Context: an optimization exercise on an open-source flow, tuned for small area, a short achievable clock period and few clock cycles per item. The choices shown serve that exercise and are no tape-out recipe. In this exercise RTL edits were held to simulation tests only and were not proved equivalent to the original. Power and IR drop assume default switching activity.

## flow/run.sh

```bash
#!/bin/bash
# Own layout flow: the standard ORFS flow (standard.sh, its synthesis unchanged), with
#  - the timing repair steps asked to keep a larger setup margin than the flow settings allow,
#    so that they shorten the design's paths well below the 10 ns clock period instead of
#    stopping at it;
#  - clock tree synthesis with larger sink clusters and without dummy loads, which the tree
#    does not need for balance here.
# The clock, the constraints and everything that is measured stay as the standard flow has them.
# make's full output goes to flow_make.log; each ORFS step writes its own log under orfs/logs/.
set -euo pipefail
cd "$(dirname "$0")/.."
bash standard.sh SETUP_SLACK_MARGIN=6.5 \
  "CTS_ARGS=-sink_clustering_enable -repair_clock_nets -sink_clustering_size 25 -sink_clustering_max_diameter 100 -dont_use_dummy_load" \
  finish > flow_make.log 2>&1
```

## standard.sh

```bash
#!/bin/bash
# synth_recipe.tcl (not shown) runs the flow's synth.tcl, then flattens the netlist and writes it again
# the make line also repeats each setting of config.mk as NAME=value (left out here)
make -C /OpenROAD-flow-scripts/flow DESIGN_CONFIG=/design/flow/config.mk WORK_HOME=/design/flow/orfs CLKGATE_MAP_FILE= SYNTH_SCRIPT=/design/flow/synth_recipe.tcl "${@:-finish}"
```

## config.mk

```make
export PLATFORM = sky130hd
export DESIGN_NAME = wm_enc
export DESIGN_NICKNAME = wm_enc
export VERILOG_FILES = /design/flow/design.v
export SDC_FILE = /design/flow/constraint.sdc
export NUM_CORES = 4
export LEC_CHECK = 0
export CAP_MARGIN = 30
export CORE_MARGIN = 2
export CORE_UTILIZATION = 55
export SLEW_MARGIN = 20
```

## constraint.sdc

```tcl
create_clock -name core_clock -period 10.0 [get_ports {clk}]
set_input_delay 2.0000 -clock core_clock [delete_from_list [all_inputs] [get_ports {clk}]]
set_output_delay 2.0000 -clock core_clock [all_outputs]
set_load 0.01 [all_outputs]
```

## design.v

```verilog
module wm_slice (
    input  wire [127:0] mem,       
    input  wire [7:0]   b,
    input  wire [15:0]  prev,      
    input  wire         h_lt_c,    
    input  wire         h_eq_c,    
    input  wire [15:0]  l_lt_c,    
    input  wire         h_lt_l,    
    input  wire         h_eq_l,
    input  wire [15:0]  l_lt_l,
    input  wire         h_eq_p,    
    input  wire [15:0]  l_eq_p,    
    output wire [15:0]  init,
    output wire [15:0]  cont,
    output wire         any_i,
    output wire         any_c
);
    genvar k;
    generate
        for (k = 0; k < 16; k = k + 1) begin : g_a
            wire eq  = (mem[8*k+7:8*k] == b);
            wire lt_c = h_lt_c | (h_eq_c & l_lt_c[k]);
            wire ge_l = ~(h_lt_l | (h_eq_l & l_lt_l[k]));
            wire at_p = h_eq_p & l_eq_p[k];
            assign init[k] = eq & lt_c & ge_l;
            assign cont[k] = eq & prev[k] & ~at_p;
        end
    endgenerate
    assign any_i = |init;
    assign any_c = |cont;
endmodule
module wm_pe256 (
    input  wire [255:0] v,
    output wire [7:0]   idx
);
    wire [127:0] v1;  wire [127:0] i1;
    wire [63:0]  v2;  wire [127:0] i2;
    wire [31:0]  v3;  wire [95:0]  i3;
    wire [15:0]  v4;  wire [63:0]  i4;
    wire [7:0]   v5;  wire [39:0]  i5;
    wire [3:0]   v6;  wire [23:0]  i6;
    wire [1:0]   v7;  wire [13:0]  i7;
    genvar g;
    generate
        for (g = 0; g < 128; g = g + 1) begin : l1
            assign v1[g] = v[2*g] | v[2*g+1];
            assign i1[g] = ~v[2*g];
        end
        for (g = 0; g < 64; g = g + 1) begin : l2
            assign v2[g] = v1[2*g] | v1[2*g+1];
            assign i2[2*g+1:2*g] = v1[2*g] ? {1'b0, i1[2*g]} : {1'b1, i1[2*g+1]};
        end
        for (g = 0; g < 32; g = g + 1) begin : l3
            assign v3[g] = v2[2*g] | v2[2*g+1];
            assign i3[3*g+2:3*g] = v2[2*g] ? {1'b0, i2[4*g+1:4*g]} : {1'b1, i2[4*g+3:4*g+2]};
        end
        for (g = 0; g < 16; g = g + 1) begin : l4
            assign v4[g] = v3[2*g] | v3[2*g+1];
            assign i4[4*g+3:4*g] = v3[2*g] ? {1'b0, i3[6*g+2:6*g]} : {1'b1, i3[6*g+5:6*g+3]};
        end
        for (g = 0; g < 8; g = g + 1) begin : l5
            assign v5[g] = v4[2*g] | v4[2*g+1];
            assign i5[5*g+4:5*g] = v4[2*g] ? {1'b0, i4[8*g+3:8*g]} : {1'b1, i4[8*g+7:8*g+4]};
        end
        for (g = 0; g < 4; g = g + 1) begin : l6
            assign v6[g] = v5[2*g] | v5[2*g+1];
            assign i6[6*g+5:6*g] = v5[2*g] ? {1'b0, i5[10*g+4:10*g]} : {1'b1, i5[10*g+9:10*g+5]};
        end
        for (g = 0; g < 2; g = g + 1) begin : l7
            assign v7[g] = v6[2*g] | v6[2*g+1];
            assign i7[7*g+6:7*g] = v6[2*g] ? {1'b0, i6[12*g+5:12*g]} : {1'b1, i6[12*g+11:12*g+6]};
        end
    endgenerate
    assign idx = v7[0] ? {1'b0, i7[6:0]} : {1'b1, i7[13:7]};
endmodule
module wm_enc (
    input  wire       clk,
    input  wire       rst,          
    input  wire       wr_en,
    input  wire [7:0] wr_addr,
    input  wire [7:0] wr_data,
    input  wire       start,
    input  wire [8:0] len,          
    input  wire [7:0] window,       
    input  wire [7:0] min_match,    
    output wire       busy,
    output wire       out_valid,
    output wire [7:0] out_data,
    input  wire       out_ready
);
    localparam FD = 4;              
    localparam FW = 2;              
    localparam [1:0] P_IDLE  = 2'd0,    
                     P_FIRST = 2'd1,    
                     P_CONT  = 2'd2;    
    reg [7:0] mem [0:255];
    reg       wr_q;
    reg [7:0] wa_q;
    reg [7:0] wd_q;
    reg       busy_r;
    always @(posedge clk) begin
        if (rst) wr_q <= 1'b0;
        else     wr_q <= wr_en & ~busy_r;
        wa_q <= wr_addr;
        wd_q <= wr_data;
    end
    always @(posedge clk) begin
        if (wr_q)
            mem[wa_q] <= wd_q;
    end
    reg [8:0] n;           
    reg [7:0] w;           
    reg [7:0] m;           
    reg       srch;        
    reg [8:0] pos;         
    reg [8:0] cur;         
    reg [8:0] ra;          
    reg [8:0] ra2;         
    reg [7:0] pf;          
    reg [8:0] lo_cur;      
    reg [8:0] lo_ra;       
    reg       cur_lt_n;    
    reg [7:0] b;           
    reg [8:0] cur_p;       
    reg       curp_lt_n;
    reg [7:0] b_p;         
    reg [8:0] lo_cp;       
    reg [8:0] lo_q1;       
    reg [8:0] lo_q2;       
    reg [7:0] lit;         
    reg [7:0] b1;          
    reg [7:0] b2;          
    reg [1:0] pk;          
    reg [7:0] pj;          
    reg       pj_ge_m;     
    reg       pj_ge_2;     
    reg [255:0] A;         
    reg [255:0] I;         
    reg [15:0] any_as;     
    reg [15:0] any_iss;    
    reg [7:0] amin;        
    reg [16:0] fq [0:FD-1];    
    reg [FW-1:0] wp, rp;
    reg [FW:0]   fcnt;
    reg       ov;
    reg [7:0] od;
    reg [7:0] nb1, nb2;
    reg [1:0] rem;
    wire [7:0] rd = mem[ra2[7:0]];
    wire any_a = (|any_as) & curp_lt_n;             
    wire any_i = |any_iss;                           
    wire r_first = srch && (pk == P_FIRST);
    wire r_cont  = srch && (pk == P_CONT);
    wire go_on   = r_cont && any_a;                  
    wire r_end   = (r_first && !any_i) || (r_cont && !any_a);
    wire e_match = r_cont && pj_ge_m;                
    wire e_next  = r_cont && !any_a && (pj_ge_m || !pj_ge_2);
    wire e_back  = r_cont && !any_a && !pj_ge_m && pj_ge_2;
    wire [8:0] pos1 = pos + 9'd1;
    wire done = (r_first && !any_i && !cur_lt_n) || (r_cont && !any_a && !e_back && !curp_lt_n);
    wire room = ({1'b0, fcnt} + {{FW{1'b0}}, r_end}) < FD;
    wire k_first = srch && !done && room && ((r_first && !any_i) || pk == P_IDLE);
    wire k_one   = srch && !done && ((r_first && any_i) || (e_next && room));
    wire k_cont  = go_on;
    wire restart = srch && !done && ((e_next && !room) || e_back);
    wire adv     = k_first || k_one || k_cont;
    wire [8:0] off = cur_p - 9'd1 - {1'b0, amin};
    wire [16:0] tok_d = e_match ? {1'b1, off[7:0], pj} : {1'b0, lit, 8'd0};
    wire use_i = (pk == P_FIRST) ? any_i : !any_a;
    wire clr   = (pk == P_IDLE) || (pk == P_FIRST && !any_i);
    wire [255:0] live = A | (I & {256{use_i}});
    wire [8:0] pos_e = (pk == P_CONT && !any_a) ? cur_p : pos;
    wire [15:0] h_lt_c, h_eq_c, l_lt_c, h_lt_l, h_eq_l, l_lt_l, h_eq_p, l_eq_p;
    genvar g;
    generate
        for (g = 0; g < 16; g = g + 1) begin : g_dec
            assign h_lt_c[g] = cur[8] | (cur[7:4] > g);
            assign h_eq_c[g] = ~cur[8] & (cur[7:4] == g);
            assign l_lt_c[g] = (cur[3:0] > g);
            assign h_lt_l[g] = lo_cur[8] | (lo_cur[7:4] > g);
            assign h_eq_l[g] = ~lo_cur[8] & (lo_cur[7:4] == g);
            assign l_lt_l[g] = (lo_cur[3:0] > g);
            assign h_eq_p[g] = clr | (~pos_e[8] & (pos_e[7:4] == g));
            assign l_eq_p[g] = clr | (pos_e[3:0] == g);
        end
    endgenerate
    wire [255:0] init, cont;
    wire [15:0]  any_is, any_cs;
    generate
        for (g = 0; g < 16; g = g + 1) begin : g_sl
            wire [127:0] mb;
            genvar k;
            for (k = 0; k < 16; k = k + 1) begin : g_m
                assign mb[8*k+7:8*k] = mem[16*g+k];
            end
            wire [15:0] prev;
            if (g == 0) begin : g_p0
                assign prev = {live[14:0], 1'b0};
            end else begin : g_pn
                assign prev = live[16*g+14:16*g-1];
            end
            wm_slice u_sl (
                .mem(mb), .b(b), .prev(prev),
                .h_lt_c(h_lt_c[g]), .h_eq_c(h_eq_c[g]), .l_lt_c(l_lt_c),
                .h_lt_l(h_lt_l[g]), .h_eq_l(h_eq_l[g]), .l_lt_l(l_lt_l),
                .h_eq_p(h_eq_p[g]), .l_eq_p(l_eq_p),
                .init(init[16*g+15:16*g]), .cont(cont[16*g+15:16*g]),
                .any_i(any_is[g]), .any_c(any_cs[g]));
        end
    endgenerate
    wire [7:0] amin_d;
    wm_pe256 u_pe (.v(A), .idx(amin_d));
    wire [7:0] pj1 = pj + 8'd1;
    wire pj1_ge_m = ({1'b0, pj} + 9'd1 >= {1'b0, m});
    wire [7:0] j_now = k_cont ? pj1 : {7'd0, k_one};
    wire [8:0] pos2 = pos + 9'd2;
    wire [8:0] pos3 = pos + 9'd3;
    wire [8:0] ra1  = ra + 9'd1;
    wire [8:0] lo_r1  = (ra1 > {1'b0, w}) ? ra1 - {1'b0, w} : 9'd0;
    wire take = !ov || out_ready;                
    wire pop = take && (rem == 2'd0) && (fcnt != 0);
    wire byp = take && (rem == 2'd0) && (fcnt == 0) && r_end;
    wire push = r_end && !byp;
    always @(posedge clk) begin
        if (rst) begin
            busy_r <= 1'b0;
            srch   <= 1'b0;
        end else if (!busy_r) begin
            if (start) begin
                busy_r <= 1'b1;
                srch   <= (len != 9'd0);
            end
        end else begin
            if (done)
                srch <= 1'b0;
            if (!srch && fcnt == 0 && rem == 2'd0 && take)
                busy_r <= 1'b0;
        end
    end
    always @(posedge clk) begin
        A      <= cont;
        I      <= init;
        any_as <= any_cs;
        any_iss <= any_is;
        amin   <= amin_d;
        pj     <= j_now;
        pj_ge_m <= k_cont && pj1_ge_m;
        pj_ge_2 <= k_cont;
        if (!busy_r) begin
            n      <= len;
            w      <= window;
            m      <= (min_match < 8'd3) ? 8'd3 : min_match;
            pk     <= P_IDLE;
            pos    <= 9'd0;
            cur    <= 9'd0;
            ra     <= 9'd1;
            ra2    <= 9'd2;
            lo_cur <= 9'd0;
            lo_ra  <= (window == 8'd0) ? 9'd1 : 9'd0;
            cur_lt_n <= 1'b1;
            b      <= (wr_q && wa_q == 8'd0) ? wd_q : mem[0];
            pf     <= (wr_q && wa_q == 8'd1) ? wd_q : mem[1];
        end else begin
            pk <= k_first ? P_FIRST : (k_one || k_cont) ? P_CONT : P_IDLE;
            if (k_first) begin
                pos   <= cur;
                lo_q1 <= lo_ra;
                lo_q2 <= lo_r1;
                lit   <= b;
                b1    <= pf;
                b2    <= rd;
            end
            if (k_one && r_cont) begin
                pos   <= cur_p;
                lo_q1 <= lo_cur;
                lo_q2 <= lo_ra;
                lit   <= b_p;
                b1    <= b;
                b2    <= pf;
            end
            if (adv) begin
                cur    <= ra;
                ra     <= ra2;
                ra2    <= ra2 + 9'd1;
                lo_cur <= lo_ra;
                lo_ra  <= lo_r1;
                cur_lt_n <= (ra < n);
                b      <= pf;
                pf     <= rd;
            end else if (restart) begin
                cur    <= e_back ? pos1 : cur_p;
                ra     <= e_back ? pos2 : cur;
                ra2    <= e_back ? pos3 : ra;
                lo_cur <= e_back ? lo_q1 : lo_cp;
                lo_ra  <= e_back ? lo_q2 : lo_cur;
                cur_lt_n <= e_back || curp_lt_n;
                b      <= e_back ? b1 : b_p;
                pf     <= e_back ? b2 : b;
            end
            cur_p     <= cur;
            lo_cp     <= lo_cur;
            curp_lt_n <= cur_lt_n;
            b_p       <= b;
        end
    end
    always @(posedge clk) begin
        if (rst || !busy_r) begin
            fcnt <= 0;
            wp   <= 0;
            rp   <= 0;
        end else begin
            if (push) begin
                fq[wp] <= tok_d;
                wp <= wp + 1'b1;
            end
            if (pop) rp <= rp + 1'b1;
            fcnt <= fcnt + push - pop;
        end
    end
    always @(posedge clk) begin
        if (rst || !busy_r) begin
            ov  <= 1'b0;
            od  <= 8'd0;
            rem <= 2'd0;
        end else if (take) begin
            if (rem != 2'd0) begin
                ov  <= 1'b1;
                od  <= nb1;
                nb1 <= nb2;
                rem <= rem - 2'd1;
            end else if (fcnt != 0) begin
                ov  <= 1'b1;
                od  <= {7'd0, fq[rp][16]};
                nb1 <= fq[rp][15:8];
                nb2 <= fq[rp][7:0];
                rem <= fq[rp][16] ? 2'd2 : 2'd1;
            end else if (r_end) begin
                ov  <= 1'b1;
                od  <= {7'd0, tok_d[16]};
                nb1 <= tok_d[15:8];
                nb2 <= tok_d[7:0];
                rem <= tok_d[16] ? 2'd2 : 2'd1;
            end else begin
                ov  <= 1'b0;
            end
        end
    end
    assign busy      = busy_r;
    assign out_valid = ov;
    assign out_data  = od;
endmodule
```

==> summary.md, run 1 <==
| Metric | Value |
|---|---|
| Status | complete, no violations |
| Final Hold Viols | 0 |
| All-Layer GR Usage | 45.44% |
| Core area | 254200 µm² |
| Leading area contributor after synthesis | edfxtp_1 |
| Count leader, synth | edfxtp_1 |
| Worst setup margin | 6165 ps |
| CP Max Fanout | 22 |
| Vias in the first global route | 97650 |
| Num CTS Buffers | 142 |
| Initial antenna violation count | 53 |
| GR Overflow Total | 0 |
| Vias after detailed routing | 106300 |
| Top area cells in the synthesized netlist | edfxtp_1, xor2_1, dfxtp_1 |
| CTS max path bufs | 3 |
| WL/cell | 42.02 µm |
| IR drop worst, VDD | 0.1877 mV |
| DRC Markers | 0 |
| Worst Setup End Kind | flip-flop |
| Final ANT Viol Nets | 0 |
| Unique masters post-synth | 95 |
| Final setup vio count | 0 |
| Post-synth ARST share | 0% |
| Pre-CTS setup slack | 4223 ps |
| Non-Filler Instances | 14570 |
| Grt peak-use layer | met2 |
| Placed Instances | 14040 |
| Reg2reg setup slack | 6170 ps |
| Synth Area in Compound Gates | 8.224% |
| Synth top cells by count | edfxtp_1, xor2_1, nand2_1 |
| Setup_tns | 0 ps |
| Die Wd | 509.8 µm |
| Yosys warning count | 1 |
| Clk latency of the worst-skew pair | 870 ps |
| Hold Path Class | reg2reg |
| Die area | 259900 µm² |
| Max_cap viols | 0 |
| Flop and latch count out of synthesis | 2905 |
| P_leak | 54.07 nW |
| Drt first pass iters | 9 |
| Sequential share of the synthesized area | 57.34% |
| Final Skew | 71.93 ps |
| Area grow syn2layout | 11.92% |
| DP HPWL | 387800 µm |
| Max-slew violation count | 0 |
| Yosys top cell area share | 48.04% |
| Root buffer cell | clkbuf_16 |
| Final Wtd Congestion | 1.057 |
| CTS Sinks | 2905 |
| Ys flop type | edfxtp_1 |
| IO Port Bufs | 55 |
| Post-Syn Area | 140700 µm² |
| Fin crit share | 38.35% |
| Critical Path RT | 10690 ps |
| Via density | 7.297 |
| Startpoint types | flip-flop |
| Final nets | 11280 |
| Design Power | 0.02241 W |
| Mean post-synth cell area | 12.69 µm² |
| Crit Path Category | reg2reg |
| Largest family of logic cells by synthesized area | XOR/XNOR gates |
| Tightest Pin Transition | 1280 ps |
| M1 GR Usage | 61.52% |
| Xor/xnor share of the synthesized area | 13.05% |
| Slew HR | 14.70% |
| PD cells | 142.3 nW/µm² |
| Share of layout cells above drive strength 1 | 15.47% |
| Post-synthesis mux area share | 8.828% |
| Met3 Usage GRT | 16.32% |
| Tmin final | 3835 ps |
| First-pass GRT wire length | 815200 µm |
| I/O pin count | 56 |
| # rows | 185 |
| Drt total wl | 612300 µm |
| Peak Freq | 260.8 MHz |
| DRT iter0 DRCs | 18740 |
| Initial Util | 55.37% |
| RSZ-0062 raised after global routing | yes |
| CTS tree | built |
| Largest net degree at the start of global routing | 130 |
| Worst path arrival time | 4520 ps |
| Simple-gate area share of the yosys netlist | 9.525% |
| Post-synth EDFFs | 2251 |
| Post-Synth Adder-Cell Area | 0.4428% |
| Clock-pin slew on the worst setup and hold paths | 100 ps |
| M2 GR Usage | 63.69% |
| H-Tree Depth | 4 |
| Die Ht | 509.8 µm |
| Gate Count Post-Synth | 11090 |
==> metal layers <==
metal / routed length (µm) / vias up / part of all wire, %
met5: 356 / - / 0.058
met4: 44370 / 48 / 7.2
met3: 94060 / 1897 / 15
met2: 250600 / 8901 / 41
met1: 222900 / 53600 / 36
li1: - / 41910 / -
==> area by class of cell <==
cell class | count | area [µm²]
Fill cell | 19470 | 96670
Sequential cell | 2905 | 80760
Multi-Input combinational cell | 7338 | 59170
Timing Repair Buffer | 686 | 9301
Tap cell | 3366 | 4212
Clock buffer | 142 | 3553
Inverter | 109 | 424.2
Antenna cell | 28 | 70.07
==> worst paths after layout <==
kind / endpoint / cells past startpoint / from
worst min register to register: A[1]$_DFF_P_ / 2 / I[0]$_DFF_P_
worst max-delay path: any_iss[10]$_DFF_P_ / 7 / cur[5]$_SDFFE_PN0P_
worst min-delay path: A[1]$_DFF_P_ / 2 / I[0]$_DFF_P_
worst max register to register: any_iss[10]$_DFF_P_ / 7 / cur[5]$_SDFFE_PN0P_
==> cell usage in the layout, fill, tap and decap left out, types with 37 or more instances in the layout <==
cell type        Yosys  routed
a22oi_1             76      69
mux2i_1            304     297
clkbuf_16            0     160
nor4_1             685     635
buf_12               0     102
bufbuf_16            0      37
nor2_2               0      68
o211ai_1            51      51
a21oi_1            562     553
nand3_1            106      93
nor2_1             601     526
edfxtp_1          2251    2251
buf_6                5      49
ha_1                45      43
a2111oi_0          134      66
nand2_1            718     678
nand4_1             93      93
buf_16               0      56
buf_4               14     330
o22ai_1            102      90
a211oi_1           278     234
xor2_1            2013    2013
nor3_1             185     166
nor2b_1             54      45
inv_1              105      99
mux4_2             405     405
clkdlybuf4s50_1      0      45
xnor2_1             83      83
or4_1               56      47
o21ai_0            246     221
dfxtp_1            654     627
a221oi_1            61      52
==> worst max-delay path: stages (launching register included) <==
cell and delay [ps]:
dfxtp_1 330, buf_4 400, nand2b_1 510, nor2_1 890
a21oi_1 160, a2111oi_0 730, nor4_1 210, nand4_1 390
==> what timing repair did <==
| item | in CTS | in global routing |
|---|---|---|
| pin swaps | 86 | 110 |
| buffers inserted | 163 | 109 |
| endpoints found under the setup margin | 1045 | 523 |
| gates cloned | 61 | 20 |
| resized for setup | 564 | 344 |
| hold buffers | 0 | 0 |
==> power by group <==
group | internal [W] | switching [W] | total [W]
Combinational | 0.000935 | 0.00193 | 0.00287
Clock | 0.00255 | 0.00387 | 0.00642
Sequential | 0.0130 | 0.000101 | 0.0131
Total | 0.0165 | 0.00590 | 0.0224
==> cell families after synthesis <==
family / count (synthesis)
AO/OA/AOI/OAI: 1769
XOR/XNOR: 2096
adder cells (fa/ha/maj): 48
buffers and inverters: 852
flip-flops: 2905
multiplexers: 732
AND/OR/NAND/NOR: 2685
==> per-stage QoR <==
stage / utilization (%) / hold WS, ps / cell area, µm²
after floorplan: - / 406.4 / 140800
final: 61.97 / 472.9 / 157500
after global placement: 56.98 / 456.8 / 144800
after detailed placement: 57.12 / 451.7 / 145200
after global routing: 61.95 / 507.9 / 157400
after CTS: 60.78 / 464.6 / 154500
==> sequential cells by signal, indices dropped and copies added (netlist names), 9 cells and up, named ones only <==
name / count
A: 254
I: 255
any_as: 16
any_iss: 16
cur: 9
cur_p: 9
fq: 68
lo_cp: 9
lo_cur: 9
lo_q1: 9
lo_q2: 9
lo_ra: 9
mem: 2048
n: 9
pos: 9
ra: 9
ra2: 9
Testbench counts, summed over its fixed seeds: cycles 33,539, items 13,160.
==> inputs of run 2 (changes only) <==
--- a/design.v
+++ b/design.v
@@ -26,8 +26,31 @@
             assign cont[k] = eq & prev[k] & ~at_p;
         end
     endgenerate
-    assign any_i = |init;
-    assign any_c = |cont;
+    wm_any16 u_oi (.x(init), .y(any_i));
+    wm_any16 u_oc (.x(cont), .y(any_c));
+endmodule
+module wm_nor4 (
+    input  wire [3:0] x,
+    output wire       y
+);
+    assign y = ~|x;
+endmodule
+module wm_nand4 (
+    input  wire [3:0] x,
+    output wire       y
+);
+    assign y = ~&x;
+endmodule
+module wm_any16 (
+    input  wire [15:0] x,
+    output wire        y
+);
+    wire [3:0] n;
+    wm_nor4  u_n0 (.x(x[3:0]),   .y(n[0]));
+    wm_nor4  u_n1 (.x(x[7:4]),   .y(n[1]));
+    wm_nor4  u_n2 (.x(x[11:8]),  .y(n[2]));
+    wm_nor4  u_n3 (.x(x[15:12]), .y(n[3]));
+    wm_nand4 u_o  (.x(n),        .y(y));
 endmodule
 module wm_pe256 (
     input  wire [255:0] v,
@@ -147,8 +170,11 @@
     reg [7:0] nb1, nb2;
     reg [1:0] rem;
     wire [7:0] rd = mem[ra2[7:0]];
-    wire any_a = (|any_as) & curp_lt_n;             
-    wire any_i = |any_iss;                           
+    wire any_as_o, any_iss_o;
+    wm_any16 u_oa (.x(any_as),  .y(any_as_o));
+    wm_any16 u_oi (.x(any_iss), .y(any_iss_o));
+    wire any_a = any_as_o & curp_lt_n;              
+    wire any_i = any_iss_o;                          
     wire r_first = srch && (pk == P_FIRST);
     wire r_cont  = srch && (pk == P_CONT);
     wire go_on   = r_cont && any_a;                  
--- a/config.mk
+++ b/config.mk
@@ -9,3 +9,5 @@
 export CORE_MARGIN = 2
 export CORE_UTILIZATION = 55
 export SLEW_MARGIN = 20
+export SYNTH_HIERARCHICAL = 1
+export SYNTH_MINIMUM_KEEP_SIZE = 0
==> summary.md, run 2 <==
| Metric | Value |
|---|---|
| Largest net degree at the start of global routing | 120 (was 130) |
| Gate Count Post-Synth | 11170 (was 11090) |
| Die area | 270200 µm² (was 259900 µm²) |
| WP buf/inv | 3 (was 1) |
| Max-slew violation count | 0 (unchanged) |
| Setup_tns | 0 ps (unchanged) |
| All-Layer GR Usage | 42.89% (was 45.44%) |
| Initial antenna violation count | 50 (was 53) |
| Critical Path RT | 10610 ps (was 10690 ps) |
| Clk latency of the worst-skew pair | 920 ps (was 870 ps) |
| Most frequent cells in the layout | edfxtp_1, xnor2_1, nand2_1 (was edfxtp_1, xor2_1, nand2_1) |
| Final ANT Viol Nets | 0 (unchanged) |
| Placed Instances | 14310 (was 14040) |
| RSZ-0062 raised after global routing | yes (unchanged) |
| GR Overflow Total | 0 (unchanged) |
| CTS tree | built (unchanged) |
| Worst Setup SP | any_as[15]$_DFF_P_ (was cur[5]$_SDFFE_PN0P_) |
| H-Tree Depth | 4 (unchanged) |
| Die Ht | 519.8 µm (was 509.8 µm) |
| First-pass GRT wire length | 804300 µm (was 815200 µm) |
| Crit Path Category | reg2reg (unchanged) |
| Final setup vio count | 0 (unchanged) |
| DRC Markers | 0 (unchanged) |
| IO Port Bufs | 55 (unchanged) |
| Yosys warning count | 7 (was 1) |
| Worst path arrival time | 4670 ps (was 4520 ps) |
| Finished Core Util | 60.90% (was 61.97%) |
| DRT iter0 DRCs | 16910 (was 18740) |
| CTS max path bufs | 3 (unchanged) |
| Post-Syn Area | 146300 µm² (was 140700 µm²) |
| Die Wd | 519.8 µm (was 509.8 µm) |
| Root buffer cell | clkbuf_16 (unchanged) |
| DP HPWL | 383300 µm (was 387800 µm) |
| Final Wtd Congestion | 0.9952 (was 1.057) |
| I/O pin count | 56 (unchanged) |
| Hold Path Class | reg2reg (unchanged) |
| Final Skew | 75.67 ps (was 71.93 ps) |
| Max FFs per register | 2048 (unchanged) |
| # rows | 189 (was 185) |
| Num CTS Buffers | 140 (was 142) |
| Design Power | 0.02276 W (was 0.02241 W) |
| Critical-path cell list | nor4_4, nand4_1, buf_6, nand2_8, and2_4, mux2i_4, o21ai_4, o21ai_4, buf_8, buf_6, nand2_2, nand2_2, nor3_2, nor4_2, nand4_1 (was buf_4, nand2b_1, nor2_1, a21oi_1, a2111oi_0, nor4_1, nand4_1) |
| Non-Filler Instances | 14910 (was 14570) |
| CP Max Fanout | 6 (was 22) |
| Mean post-synth cell area | 13.10 µm² (was 12.69 µm²) |
| Most flop-heavy register | mem (unchanged) |
| Vias in the first global route | 97410 (was 97650) |
| Max_cap viols | 0 (unchanged) |
| Final nets | 11430 (was 11280) |
| Drt first pass iters | 7 (was 9) |
| IR drop worst, VDD | 0.2025 mV (was 0.1877 mV) |
| Regs by FF count | mem x2048, A x255, I x255 (was mem x2048, I x255, A x254) |
| Hold Path Origin | nb1[3]$_DFFE_PP_ (was I[0]$_DFF_P_) |
| Peak Freq | 246.7 MHz (was 260.8 MHz) |
| WL/cell | 40.60 µm (was 42.02 µm) |
| CP peak stage delay | 770 ps (was 890 ps) |
| Tightest Pin Transition | 1232 ps (was 1280 ps) |
| Share of layout cells above drive strength 1 | 18.71% (was 15.47%) |
| CP max stage cell | nor4_4 (was nor2_1) |
| CTS Sinks | 2906 (was 2905) |
| Area grow syn2layout | 10.23% (was 11.92%) |
| Worst Setup End Kind | flip-flop (unchanged) |
| Slew HR | 17.88% (was 14.70%) |
| Initial Util | 55.25% (was 55.37%) |
| Commonest non-fill, non-tap cell in the layout | edfxtp_1 (unchanged) |
| Final Hold Viols | 0 (unchanged) |
| R2R Path Start | any_as[15]$_DFF_P_ (was cur[5]$_SDFFE_PN0P_) |
| Fin crit share | 40.54% (was 38.35%) |
| PD cells | 141.1 nW/µm² (was 142.3 nW/µm²) |
| Hold_buf cts | 0 (unchanged) |
| Core area | 264900 µm² (was 254200 µm²) |
| Startpoint types | flip-flop (unchanged) |
| P_leak | 52.58 nW (was 54.07 nW) |
| Drt total wl | 605400 µm (was 612300 µm) |
| Clock-pin slew on the worst setup and hold paths | 110 ps (was 100 ps) |
| Min Hold Slack | 494.1 ps (was 472.9 ps) |
| Vias after detailed routing | 105200 (was 106300) |
| Via density | 7.056 (was 7.297) |
| Status | complete, no violations (unchanged) |
| Delay-heaviest family, CP | simple AND/OR/NAND/NOR gates (unchanged) |
| Tmin final | 4054 ps (was 3835 ps) |
-- run 2: repair_timing --
item	4_1_cts	5_1_grt
pin swaps	54	142
endpoints found under the setup margin	1278	581
buffers inserted	164	171
gates cloned	38	34
gates resized for setup	492	391
-- run 2: power by group --
group          switching [W]  internal [W]
combinational        0.00205       0.00120
sequential         0.0000887        0.0130
clock                0.00389       0.00252
-- run 2: per-stage QoR --
step                cell area (µm²)  setup WS [ps]
global placement             148400           4225
detailed placement           148800           4680
CTS                          157100           6133
finish                       161300           5946
global route                 161200           6031
floorplan                    146500           6364
-- run 2: routing by layer --
| metal | vias to the layer above | GRT usage, % | share of wire, % |
|---|---|---|---|
| li1 | 41980 | - | - |
| met1 | 53260 | 57.58 | 36 |
| met2 | 8197 | 62.02 | 43 |
| met3 | 1744 | 12.52 | 14 |
| met4 | 32 | 25.22 | 7.5 |
| met5 | - | 0.1404 | 0.031 |
-- run 2: path summary, 6_finish.rpt --
| check | to | slack [ps] | cells after the start |
|---|---|---|---|
| setup / recovery | any_as[6]$_DFF_P_ | 5950 | 15 |
| hold / removal | od[3]$_SDFFE_PP0P_ | 490 | 2 |
| setup reg to reg | any_as[6]$_DFF_P_ | 5950 | 15 |
| hold reg to reg | od[3]$_SDFFE_PP0P_ | 490 | 2 |
-- run 2: cell type report --
type                            instances  area (µm²)
Multi-Input combinational cell       7410       62450
Timing Repair inverter                  1       5.005
Inverter                              123       506.7
Fill cell                           20590      103500
Sequential cell                      2906       80770
Timing Repair Buffer                  757        9548
Clock buffer                          140        3503
Tap cell                             3533        4420
Antenna cell                           40       100.1
-- run 2: tightest hold or removal path, stage by stage, from the launching register on --
cell and delay, ps:
edfxtp_1 330, a22oi_1 60, nor2_1 70
Testbench counts of run 2, summed over its fixed seeds: cycles 33,539, items 13,160.
==> inputs of run 3 (changes only) <==
--- a/design.v
+++ b/design.v
@@ -26,75 +26,19 @@
             assign cont[k] = eq & prev[k] & ~at_p;
         end
     endgenerate
-    wm_any16 u_oi (.x(init), .y(any_i));
-    wm_any16 u_oc (.x(cont), .y(any_c));
+    assign any_i = |init;
+    assign any_c = |cont;
 endmodule
-module wm_nor4 (
-    input  wire [3:0] x,
-    output wire       y
+module wm_pe16 (
+    input  wire [15:0] v,
+    output reg  [3:0]  idx
 );
-    assign y = ~|x;
-endmodule
-module wm_nand4 (
-    input  wire [3:0] x,
-    output wire       y
-);
-    assign y = ~&x;
-endmodule
-module wm_any16 (
-    input  wire [15:0] x,
-    output wire        y
-);
-    wire [3:0] n;
-    wm_nor4  u_n0 (.x(x[3:0]),   .y(n[0]));
-    wm_nor4  u_n1 (.x(x[7:4]),   .y(n[1]));
-    wm_nor4  u_n2 (.x(x[11:8]),  .y(n[2]));
-    wm_nor4  u_n3 (.x(x[15:12]), .y(n[3]));
-    wm_nand4 u_o  (.x(n),        .y(y));
-endmodule
-module wm_pe256 (
-    input  wire [255:0] v,
-    output wire [7:0]   idx
-);
-    wire [127:0] v1;  wire [127:0] i1;
-    wire [63:0]  v2;  wire [127:0] i2;
-    wire [31:0]  v3;  wire [95:0]  i3;
-    wire [15:0]  v4;  wire [63:0]  i4;
-    wire [7:0]   v5;  wire [39:0]  i5;
-    wire [3:0]   v6;  wire [23:0]  i6;
-    wire [1:0]   v7;  wire [13:0]  i7;
-    genvar g;
-    generate
-        for (g = 0; g < 128; g = g + 1) begin : l1
-            assign v1[g] = v[2*g] | v[2*g+1];
-            assign i1[g] = ~v[2*g];
-        end
-        for (g = 0; g < 64; g = g + 1) begin : l2
-            assign v2[g] = v1[2*g] | v1[2*g+1];
-            assign i2[2*g+1:2*g] = v1[2*g] ? {1'b0, i1[2*g]} : {1'b1, i1[2*g+1]};
-        end
-        for (g = 0; g < 32; g = g + 1) begin : l3
-            assign v3[g] = v2[2*g] | v2[2*g+1];
-            assign i3[3*g+2:3*g] = v2[2*g] ? {1'b0, i2[4*g+1:4*g]} : {1'b1, i2[4*g+3:4*g+2]};
-        end
-        for (g = 0; g < 16; g = g + 1) begin : l4
-            assign v4[g] = v3[2*g] | v3[2*g+1];
-            assign i4[4*g+3:4*g] = v3[2*g] ? {1'b0, i3[6*g+2:6*g]} : {1'b1, i3[6*g+5:6*g+3]};
-        end
-        for (g = 0; g < 8; g = g + 1) begin : l5
-            assign v5[g] = v4[2*g] | v4[2*g+1];
-            assign i5[5*g+4:5*g] = v4[2*g] ? {1'b0, i4[8*g+3:8*g]} : {1'b1, i4[8*g+7:8*g+4]};
-        end
-        for (g = 0; g < 4; g = g + 1) begin : l6
-            assign v6[g] = v5[2*g] | v5[2*g+1];
-            assign i6[6*g+5:6*g] = v5[2*g] ? {1'b0, i5[10*g+4:10*g]} : {1'b1, i5[10*g+9:10*g+5]};
-        end
-        for (g = 0; g < 2; g = g + 1) begin : l7
-            assign v7[g] = v6[2*g] | v6[2*g+1];
-            assign i7[7*g+6:7*g] = v6[2*g] ? {1'b0, i6[12*g+5:12*g]} : {1'b1, i6[12*g+11:12*g+6]};
-        end
-    endgenerate
-    assign idx = v7[0] ? {1'b0, i7[6:0]} : {1'b1, i7[13:7]};
+    integer q;
+    always @(*) begin
+        idx = 4'd0;
+        for (q = 15; q >= 0; q = q - 1)
+            if (v[q]) idx = q[3:0];
+    end
 endmodule
 module wm_enc (
     input  wire       clk,
@@ -170,11 +114,11 @@
     reg [7:0] nb1, nb2;
     reg [1:0] rem;
     wire [7:0] rd = mem[ra2[7:0]];
-    wire any_as_o, any_iss_o;
-    wm_any16 u_oa (.x(any_as),  .y(any_as_o));
-    wm_any16 u_oi (.x(any_iss), .y(any_iss_o));
-    wire any_a = any_as_o & curp_lt_n;              
-    wire any_i = any_iss_o;                          
+    wire [7:0] x0 = (wr_q && wa_q == 8'd0) ? wd_q : mem[0];
+    wire [7:0] x1 = (wr_q && wa_q == 8'd1) ? wd_q : mem[1];
+    wire [7:0] x2 = (wr_q && wa_q == 8'd2) ? wd_q : mem[2];
+    wire any_a = (|any_as) & curp_lt_n;             
+    wire any_i = |any_iss;                           
     wire r_first = srch && (pk == P_FIRST);
     wire r_cont  = srch && (pk == P_CONT);
     wire go_on   = r_cont && any_a;                  
@@ -234,8 +178,17 @@
                 .any_i(any_is[g]), .any_c(any_cs[g]));
         end
     endgenerate
-    wire [7:0] amin_d;
-    wm_pe256 u_pe (.v(A), .idx(amin_d));
+    wire [63:0] blk_i;
+    wire [15:0] blk_v;
+    wire [3:0]  blk;
+    generate
+        for (g = 0; g < 16; g = g + 1) begin : g_pb
+            wm_pe16 u_p (.v(A[16*g+15:16*g]), .idx(blk_i[4*g+3:4*g]));
+            assign blk_v[g] = |A[16*g+15:16*g];
+        end
+    endgenerate
+    wm_pe16 u_pb (.v(blk_v), .idx(blk));
+    wire [7:0] amin_d = {blk, blk_i[4*blk +: 4]};
     wire [7:0] pj1 = pj + 8'd1;
     wire pj1_ge_m = ({1'b0, pj} + 9'd1 >= {1'b0, m});
     wire [7:0] j_now = k_cont ? pj1 : {7'd0, k_one};
@@ -254,7 +207,7 @@
         end else if (!busy_r) begin
             if (start) begin
                 busy_r <= 1'b1;
-                srch   <= (len != 9'd0);
+                srch   <= (len > 9'd1);
             end
         end else begin
             if (done)
@@ -277,15 +230,15 @@
             w      <= window;
             m      <= (min_match < 8'd3) ? 8'd3 : min_match;
             pk     <= P_IDLE;
-            pos    <= 9'd0;
-            cur    <= 9'd0;
-            ra     <= 9'd1;
-            ra2    <= 9'd2;
-            lo_cur <= 9'd0;
-            lo_ra  <= (window == 8'd0) ? 9'd1 : 9'd0;
+            pos    <= 9'd1;
+            cur    <= 9'd1;
+            ra     <= 9'd2;
+            ra2    <= 9'd3;
+            lo_cur <= (window == 8'd0) ? 9'd1 : 9'd0;
+            lo_ra  <= (window == 8'd0) ? 9'd2 : (window == 8'd1) ? 9'd1 : 9'd0;
             cur_lt_n <= 1'b1;
-            b      <= (wr_q && wa_q == 8'd0) ? wd_q : mem[0];
-            pf     <= (wr_q && wa_q == 8'd1) ? wd_q : mem[1];
+            b      <= x1;
+            pf     <= x2;
         end else begin
             pk <= k_first ? P_FIRST : (k_one || k_cont) ? P_CONT : P_IDLE;
             if (k_first) begin
@@ -344,10 +297,15 @@
         end
     end
     always @(posedge clk) begin
-        if (rst || !busy_r) begin
+        if (rst) begin
             ov  <= 1'b0;
             od  <= 8'd0;
             rem <= 2'd0;
+        end else if (!busy_r) begin
+            ov  <= start && (len != 9'd0);
+            od  <= 8'd0;
+            nb1 <= x0;
+            rem <= (start && (len != 9'd0)) ? 2'd1 : 2'd0;
         end else if (take) begin
             if (rem != 2'd0) begin
                 ov  <= 1'b1;
--- a/config.mk
+++ b/config.mk
@@ -9,5 +9,3 @@
 export CORE_MARGIN = 2
 export CORE_UTILIZATION = 55
 export SLEW_MARGIN = 20
-export SYNTH_HIERARCHICAL = 1
-export SYNTH_MINIMUM_KEEP_SIZE = 0
==> summary.md, run 3 <==
| Metric | Value |
|---|---|
| H-Tree Depth | 4 (unchanged) |
| Critical-path cell list | buf_12, buf_16, buf_12, buf_4, buf_4, mux4_2, mux4_2, mux4_2, a22oi_2, nand2_2, nor2_2, a21oi_1 (was nor4_4, nand4_1, buf_6, nand2_8, and2_4, mux2i_4, o21ai_4, o21ai_4, buf_8, buf_6, nand2_2, nand2_2, nor3_2, nor4_2, nand4_1) |
| DRC Markers | 0 (unchanged) |
| Worst Setup End Kind | flip-flop (unchanged) |
| CTS tree | built (unchanged) |
| P_leak | 51.88 nW (was 52.58 nW) |
| Final ANT Viol Nets | 0 (unchanged) |
| Drt first pass iters | 8 (was 7) |
| Area grow syn2layout | 12.45% (was 10.23%) |
| CP dominant cell by count | mux4_2 |
| Most frequent cells in the layout | edfxtp_1, xor2_1, mux4_2 (was edfxtp_1, xnor2_1, nand2_1) |
| Most flop-heavy register | mem (unchanged) |
| Share of layout cells above drive strength 1 | 19.41% (was 18.71%) |
| Final Skew | 83.06 ps (was 75.67 ps) |
| Post-Syn Area | 140700 µm² (was 146300 µm²) |
| GR Overflow Total | 0 (unchanged) |
| Die Wd | 509.8 µm (was 519.8 µm) |
| Num CTS Buffers | 140 (unchanged) |
| Critical Path RT | 10570 ps (was 10610 ps) |
| Hold depth | 2 (unchanged) |
| Fillers | 19070 (was 20590) |
| Top area cells in the synthesized netlist | edfxtp_1, xor2_1, mux4_2 |
| Slew HR | 19.58% (was 17.88%) |
| Startpoint types | flip-flop (unchanged) |
| Crit Path Category | reg2reg (unchanged) |
| Fin crit share | 40.77% (was 40.54%) |
| Die area | 259900 µm² (was 270200 µm²) |
| Regs by FF count | mem x2048, A x255, I x255 (unchanged) |
| Vias in the first global route | 93670 (was 97410) |
| R2R depth | 12 (was 15) |
| Unique masters post-synth | 90 |
| Core area | 254400 µm² (was 264900 µm²) |
| Worst path arrival time | 4640 ps (was 4670 ps) |
| Reg2reg setup slack | 5920 ps (was 5950 ps) |
| DP HPWL | 363700 µm (was 383300 µm) |
| Initial antenna violation count | 55 (was 50) |
| Clk latency of the worst-skew pair | 870 ps (was 920 ps) |
| Clock-pin slew on the worst setup and hold paths | 110 ps (about the same) |
| Status | complete, no violations (unchanged) |
| Tmin final | 4077 ps (was 4054 ps) |
| Sequential share of the synthesized area | 57.41% |
| Synth top cells by count | edfxtp_1, xor2_1, mux4_2 |
| All-Layer GR Usage | 41.81% (was 42.89%) |
| CTS Sinks | 2906 (unchanged) |
| RSZ-0062 raised after global routing | yes (unchanged) |
| Gate Count Post-Synth | 10440 (was 11170) |
| I/O pin count | 56 (unchanged) |
| CTS max path bufs | 3 (unchanged) |
| Ys flop type | edfxtp_1 |
| CP Max Fanout | 5 (was 6) |
| Max_cap viols | 0 (unchanged) |
| Vias after detailed routing | 99850 (was 105200) |
| Final Wtd Congestion | 1.039 (was 0.9952) |
| CP max stage cell | mux4_2 (was nor4_4) |
| Hold_buf cts | 0 (unchanged) |
| Hold Path Sink | A[1]$_DFF_P_ (was od[3]$_SDFFE_PP0P_) |
| DRT iter0 DRCs | 16290 (was 16910) |
| Mean post-synth cell area | 13.48 µm² (was 13.10 µm²) |
| Count leader, synth | edfxtp_1 |
| Yosys warning count | 2 (was 7) |
| CP peak stage delay | 590 ps (was 770 ps) |
| Peak Freq | 245.3 MHz (was 246.7 MHz) |
| IO Port Bufs | 55 (unchanged) |
| Yosys top cell area share | 48.22% |
| Root buffer cell | clkbuf_16 (unchanged) |
| Commonest non-fill, non-tap cell in the layout | edfxtp_1 (unchanged) |
| Tightest Pin Transition | 1205 ps (was 1232 ps) |
| WL/cell | 40.56 µm (was 40.60 µm) |
| First-pass GRT wire length | 755900 µm (was 804300 µm) |
| IR drop worst, VDD | 0.1996 mV (was 0.2025 mV) |
| Leading area contributor after synthesis | edfxtp_1 |
| Pre-CTS setup slack | 4712 ps (was 4680 ps) |
| Largest net degree at the start of global routing | 122 (was 120) |
| Via density | 7.163 (was 7.056) |
| Final setup vio count | 0 (unchanged) |
| Finished Core Util | 62.21% (was 60.90%) |
| Setup_tns | 0 ps (unchanged) |
| Flop and latch count out of synthesis | 2906 |
| Hold Path Class | reg2reg (unchanged) |
| Final Hold Viols | 0 (unchanged) |
| Final nets | 10640 (was 11430) |
| Post-synth ARST share | 0% |
| Worst R2R End | pf[1]$_DFFE_PP_ (was any_as[6]$_DFF_P_) |
| Die Ht | 509.8 µm (was 519.8 µm) |
| Max FFs per register | 2048 (unchanged) |
| Post-synth EDFFs | 2260 |
| Design Power | 0.02338 W (was 0.02276 W) |
| Drt total wl | 565300 µm (was 605400 µm) |
| Max-slew violation count | 0 (unchanged) |
| Worst setup margin | 5923 ps (was 5946 ps) |
| # rows | 185 (was 189) |
| Initial Util | 55.32% (was 55.25%) |
| PD cells | 147.7 nW/µm² (was 141.1 nW/µm²) |
| Hold Path Origin | I[0]$_DFF_P_ (was nb1[3]$_DFFE_PP_) |
[run 3: layout make-up]
type,instances,area [µm²],share of cell area [%]
Inverter,136,521.8,0.3297
Tap cell,3366,4212,2.661
Multi-Input combinational cell,6692,60020,37.93
Clock buffer,140,3503,2.214
Sequential cell,2906,80860,51.10
Antenna cell,27,67.56,0.04270
Timing Repair Buffer,672,9062,5.727
[run 3: how the worst max path moves through the flow]
stage / slack, ps / from / to / depth (start not counted)
floorplan: 6310 / out_ready / fcnt[1]$_SDFF_PP0_ / 9
global placement: 4400 / any_iss[9]$_DFF_P_ / ra2[8]$_SDFFE_PN0N_ / 10
detailed placement: 4710 / flip-flop / pf[0]$_DFFE_PP_ / 9
CTS: 6100 / flip-flop / pf[7]$_DFFE_PP_ / 12
global route: 5960 / flip-flop / pf[7]$_DFFE_PP_ / 12
finish: 5920 / flip-flop / pf[1]$_DFFE_PP_ / 12
[run 3: stage by stage]
stage | hold slack [ps] | instance area [µm²] | std cells
floorplan | 406.4 | 140800 | 10440
finish | 439.6 | 158200 | 13940
global route | 450.4 | 158200 | 13920
global placement | 452.9 | 145200 | 13390
CTS | 427.8 | 154500 | 13760
detailed placement | 451.9 | 145400 | 13420
[run 3: routing by layer]
metal	vias to the layer above	routed length (µm)	track usage, %
met5	-	266	0
met4	40	37840	21.86
met3	1483	74800	11.53
met2	7337	241400	60.48
met1	51180	211000	57.86
li1	39810	-	-
[run 3: logic make-up after synthesis]
kind of cell,after synthesis,share of synthesized area (%)
DFF,2906,57.41
buffers and inverters,843,2.421
xor gates and xnor gates,2099,13.06
muxes,734,11.36
AOI/OAI and AO/OA,1456,7.000
and+or+nand+nor,2351,8.299
adders and majority gates,48,0.4428
[run 3: critical path, delay by kind of cell, from the launching register on]
kind,cells,cell delay (ps)
muxes,3,1660
and+or+nand+nor,2,310
AOI/OAI and AO/OA,2,640
buffers and inverters,5,740
DFF,1,400
[run 3: what timing repair did]
item                       in CTS  in global routing
gates resized for setup       595                423
hold endpoints to repair        0                  0
setup endpoints to repair     836                451
pin swaps                     135                136
cloned                         42                 41
setup buffers                 161                106
[run 3: report_power, final]
group,switching [W],internal (W)
clock,0.00382,0.00252
combinational,0.00255,0.00135
sequential,0.0000912,0.0130
Testbench counts of run 3, summed over its fixed seeds: cycles 33,427, items 13,160.
==> inputs of run 4 (changes only) <==
--- a/flow/run.sh
+++ b/flow/run.sh
@@ -9,6 +9,6 @@
 # make's full output goes to flow_make.log; each ORFS step writes its own log under orfs/logs/.
 set -euo pipefail
 cd "$(dirname "$0")/.."
-bash standard.sh SETUP_SLACK_MARGIN=6.5 \
+bash standard.sh SETUP_SLACK_MARGIN=6.8 \
   "CTS_ARGS=-sink_clustering_enable -repair_clock_nets -sink_clustering_size 25 -sink_clustering_max_diameter 100 -dont_use_dummy_load" \
   finish > flow_make.log 2>&1
--- a/config.mk
+++ b/config.mk
@@ -7,5 +7,5 @@
 export LEC_CHECK = 0
 export CAP_MARGIN = 30
 export CORE_MARGIN = 2
-export CORE_UTILIZATION = 55
+export CORE_UTILIZATION = 50
 export SLEW_MARGIN = 20
==> summary.md, run 4 <==
| Metric | Value |
|---|---|
| Max-slew violation count | 0 (unchanged) |
| Most frequent cells in the layout | edfxtp_1, xor2_1, mux4_2 (unchanged) |
| Drt total wl | 607800 µm (was 565300 µm) |
| Design Power | 0.02409 W (was 0.02338 W) |
| Worst path arrival time | 4700 ps (was 4640 ps) |
| Fin crit share | 40.98% (was 40.77%) |
| All-Layer GR Usage | 40.38% (was 41.81%) |
| R2R Path Start | any_as[12]$_DFF_P_ |
| Flop and latch count out of synthesis | 2906 (unchanged) |
| Top area cells in the synthesized netlist | edfxtp_1, xor2_1, mux4_2 (unchanged) |
| Status | complete, no violations (unchanged) |
| Hold_buf cts | 0 (unchanged) |
| Drt first pass iters | 8 (unchanged) |
| DP Area | 146000 µm² (was 145400 µm²) |
| CTS max path bufs | 4 (was 3) |
| Mean post-synth cell area | 13.48 µm² (unchanged) |
| Max_cap viols | 0 (unchanged) |
| Yosys warning count | 2 (unchanged) |
| RSZ-0062 raised after global routing | yes (unchanged) |
| Peak Freq | 244.0 MHz (was 245.3 MHz) |
| Num CTS Buffers | 146 (was 140) |
| Finished Core Util | 60.19% (was 62.21%) |
| Root buffer cell | clkbuf_16 (unchanged) |
| Final ANT Viol Nets | 0 (unchanged) |
| CTS Sinks | 2906 (unchanged) |
| Worst R2R End | any_as[11]$_DFF_P_ (was pf[1]$_DFFE_PP_) |
| P_leak | 55.13 nW (was 51.88 nW) |
| IR drop worst, VDD | 0.1770 mV (was 0.1996 mV) |
| Setup_tns | 0 ps (unchanged) |
| Core area | 279600 µm² (was 254400 µm²) |
| Final nets | 11010 (was 10640) |
| Unique masters post-synth | 90 (unchanged) |
| WL/cell | 41.43 µm (was 40.56 µm) |
| Max FFs per register | 2048 (unchanged) |
| DRC Markers | 0 (unchanged) |
| Hold depth | 2 (unchanged) |
| Yosys top cell area share | 48.22% (unchanged) |
| Ys flop type | edfxtp_1 (unchanged) |
| Simple-gate area share of the yosys netlist | 8.299% (unchanged) |
| Synth Area in Compound Gates | 7.000% (unchanged) |
| Via density | 7.066 (was 7.163) |
| Critical Path RT | 10600 ps (was 10570 ps) |
| Vias after detailed routing | 103600 (was 99850) |
| Final setup vio count | 0 (unchanged) |
| Hold Path Origin | nb1[6]$_DFFE_PP_ (was I[0]$_DFF_P_) |
| Design area | 168300 µm² (was 158200 µm²) |
| Reg2reg setup slack | 5900 ps (was 5920 ps) |
| Post-Syn Area | 140700 µm² (unchanged) |
| Worst Setup End Kind | flip-flop (unchanged) |
| Post-synth ARST share | 0% (unchanged) |
| CTS tree | built (unchanged) |
| Hold Path Sink | od[6]$_SDFFE_PP0P_ (was A[1]$_DFF_P_) |
| Final Wtd Congestion | 1.040 (was 1.039) |
| Gate Count Post-Synth | 10440 (unchanged) |
| Initial antenna violation count | 54 (was 55) |
| Tmin final | 4098 ps (was 4077 ps) |
| Clock-pin slew on the worst setup and hold paths | 100 ps (was 110 ps) |
| R2R depth | 12 (unchanged) |
| Die Ht | 534.5 µm (was 509.8 µm) |
| Final Skew | 104.1 ps (was 83.06 ps) |
| Post-synthesis mux area share | 11.36% (unchanged) |
| First-pass GRT wire length | 804600 µm (was 755900 µm) |
| Synth top cells by count | edfxtp_1, xor2_1, mux4_2 (unchanged) |
| Startpoint types | flip-flop (unchanged) |
| Area grow syn2layout | 19.59% (was 12.45%) |
| Crit Path Category | reg2reg (unchanged) |
| Initial Util | 50.33% (was 55.32%) |
| Share of layout cells above drive strength 1 | 26.35% (was 19.41%) |
| # rows | 194 (was 185) |
| Die Wd | 534.5 µm (was 509.8 µm) |
| Count leader, synth | edfxtp_1 (unchanged) |
| PD cells | 143.1 nW/µm² (was 147.7 nW/µm²) |
| H-Tree Depth | 4 (unchanged) |
| Largest net degree at the start of global routing | 102 (was 122) |
| Final Hold Viols | 0 (unchanged) |
| Tightest Pin Transition | 1256 ps (was 1205 ps) |
| Most flop-heavy register | mem (unchanged) |
| DRT iter0 DRCs | 17150 (was 16290) |
| IO Port Bufs | 55 (unchanged) |
| Largest family of logic cells by synthesized area | XOR/XNOR gates (unchanged) |
| GR Overflow Total | 0 (unchanged) |
| Xor/xnor share of the synthesized area | 13.06% (unchanged) |
| Die area | 285700 µm² (was 259900 µm²) |
| Post-Synth Adder-Cell Area | 0.4428% (unchanged) |
| Leading area contributor after synthesis | edfxtp_1 (unchanged) |
| I/O pin count | 56 (unchanged) |
| CP Max Fanout | 16 (was 5) |
| Sequential share of the synthesized area | 57.41% (unchanged) |
| Slew HR | 16.28% (was 19.58%) |
| Vias in the first global route | 97600 (was 93670) |
| DP HPWL | 371100 µm (was 363700 µm) |
| Regs by FF count | mem x2048, A x255, I x255 (unchanged) |
| Clk latency of the worst-skew pair | 940 ps (was 870 ps) |
| Post-synth EDFFs | 2260 (unchanged) |
| Commonest non-fill, non-tap cell in the layout | edfxtp_1 (unchanged) |
| Hold Path Class | reg2reg (unchanged) |
-- run 4: cell counts after synthesis --
Identical to the previous run, type by type.
-- run 4: worst max-delay path by stage --
stage / from / to / slack [ps] / cells after the start
global placement: any_as[1]$_DFF_P_ / flip-flop / 4460 / 10
CTS: flip-flop / pf[4]$_DFFE_PP_ / 6150 / 11
global route: any_as[2]$_DFF_P_ / any_as[13]$_DFF_P_ / 5980 / 12
detailed placement: flip-flop / pf[3]$_DFFE_PP_ / 4690 / 9
floorplan: out_ready / fcnt[1]$_SDFF_PP0_ / 6330 / 9
finish: any_as[12]$_DFF_P_ / any_as[11]$_DFF_P_ / 5900 / 12
-- run 4: final cells by class --
type | count | area (µm²)
diodes | 31 | 77.57
clock buffers | 146 | 3654
fillers | 21130 | 111300
inverters | 136 | 530.5
multi-input cells | 6698 | 64110
flip-flops and latches | 2906 | 80890
well taps | 3724 | 4659
repair buffers | 1027 | 14390
-- run 4: cell families (layout without fill, tap and decap cells) --
| kind of cell | after synthesis | in the layout |
|---|---|---|
| DFF | 2906 | 2906 |
| adders and majority gates | 48 | 48 |
| muxes | 734 | 734 |
| other | 0 | 31 |
| AOI/OAI and AO/OA | 1456 | 1457 |
| xor gates and xnor gates | 2099 | 2099 |
| and+or+nand+nor | 2351 | 2360 |
| buffers and inverters | 843 | 1309 |
-- run 4: timing repair --
item	CTS	global route
gates resized for setup	1242	849
buffers inserted	353	211
endpoints found under the hold margin	0	0
endpoints found under the setup margin	2100	786
gates cloned	101	33
pin swaps	252	251
-- run 4: report_power, final --
group | switching [W] | internal [W] | leakage, nW | total [W]
registers | 0.000101 | 0.0130 | 25.6 | 0.0132
logic | 0.00279 | 0.00156 | 27.8 | 0.00435
clock network | 0.00396 | 0.00263 | 1.80 | 0.00659
-- run 4: per-stage QoR --
step	instances	setup slack (ps)	hold slack, ps
after floorplan	10440	6328	406.4
after global placement	13760	4456	452.6
after detailed placement	13790	4692	448.3
after CTS	14390	6146	478.6
after global routing	14640	5976	546.6
final	14670	5902	518.4
-- run 4: critical path: stages, from the launching register on --
cell	delay [ps]
dfxtp_2	320
or4_4	570
o41a_4	600
nor2_4	200
buf_12	130
buf_16	110
nand4b_1	210
o31a_4	270
o21ai_4	200
buf_12	190
a211oi_2	120
nor4_2	380
nand4_1	400
-- run 4: per-layer routing --
layer	share of wire [%]	wire length (µm)	GRT usage, %	up-vias
met5	0.050	304	0	-
met2	42	255500	58.29	7953
met4	7.3	44270	21.82	42
li1	-	-	-	40440
met3	14	87960	13.63	1893
met1	36	219700	53.80	53320

## static timing again, ports no longer ideal
No port has a modelled driver above. Below, the same layouts with a new extraction and two added sets of constraints. Step 1 assumes that a clkbuf_16 drives the clock port and a buf_2 every other input. Step 2 adds t to the input delays and takes it off the output delays; t is the mean of the earliest and latest rising clock arrival at the registers after step 1. Input paths then give back, and output paths get back, about the clock's delay inside the block. a / b / c = ideal ports / drivers / drivers and shift; a / b = the first two.
run | t, ns | setup WS [ns] | slew at the worst register clock pin (ns) | worst slew at a driven data input, ns
run 1 | 0.939 | 6.165 / 6.165 / 5.812 | 0.11 / 0.11 | 0.06
run 2 | 0.969 | 5.946 / 5.946 / 5.629 | 0.11 / 0.11 | 0.04
run 3 | 0.919 | 5.923 / 5.923 / 5.782 | 0.11 / 0.11 | 0.07
run 4 | 0.988 | 5.902 / 5.902 / 5.746 | 0.12 / 0.12 | 0.17
After both steps setup and hold are still met in every run listed. For run 1, which loses most, drivers alone change the setup slack by 0.000 ns; drivers and shift together by -0.353 ns.
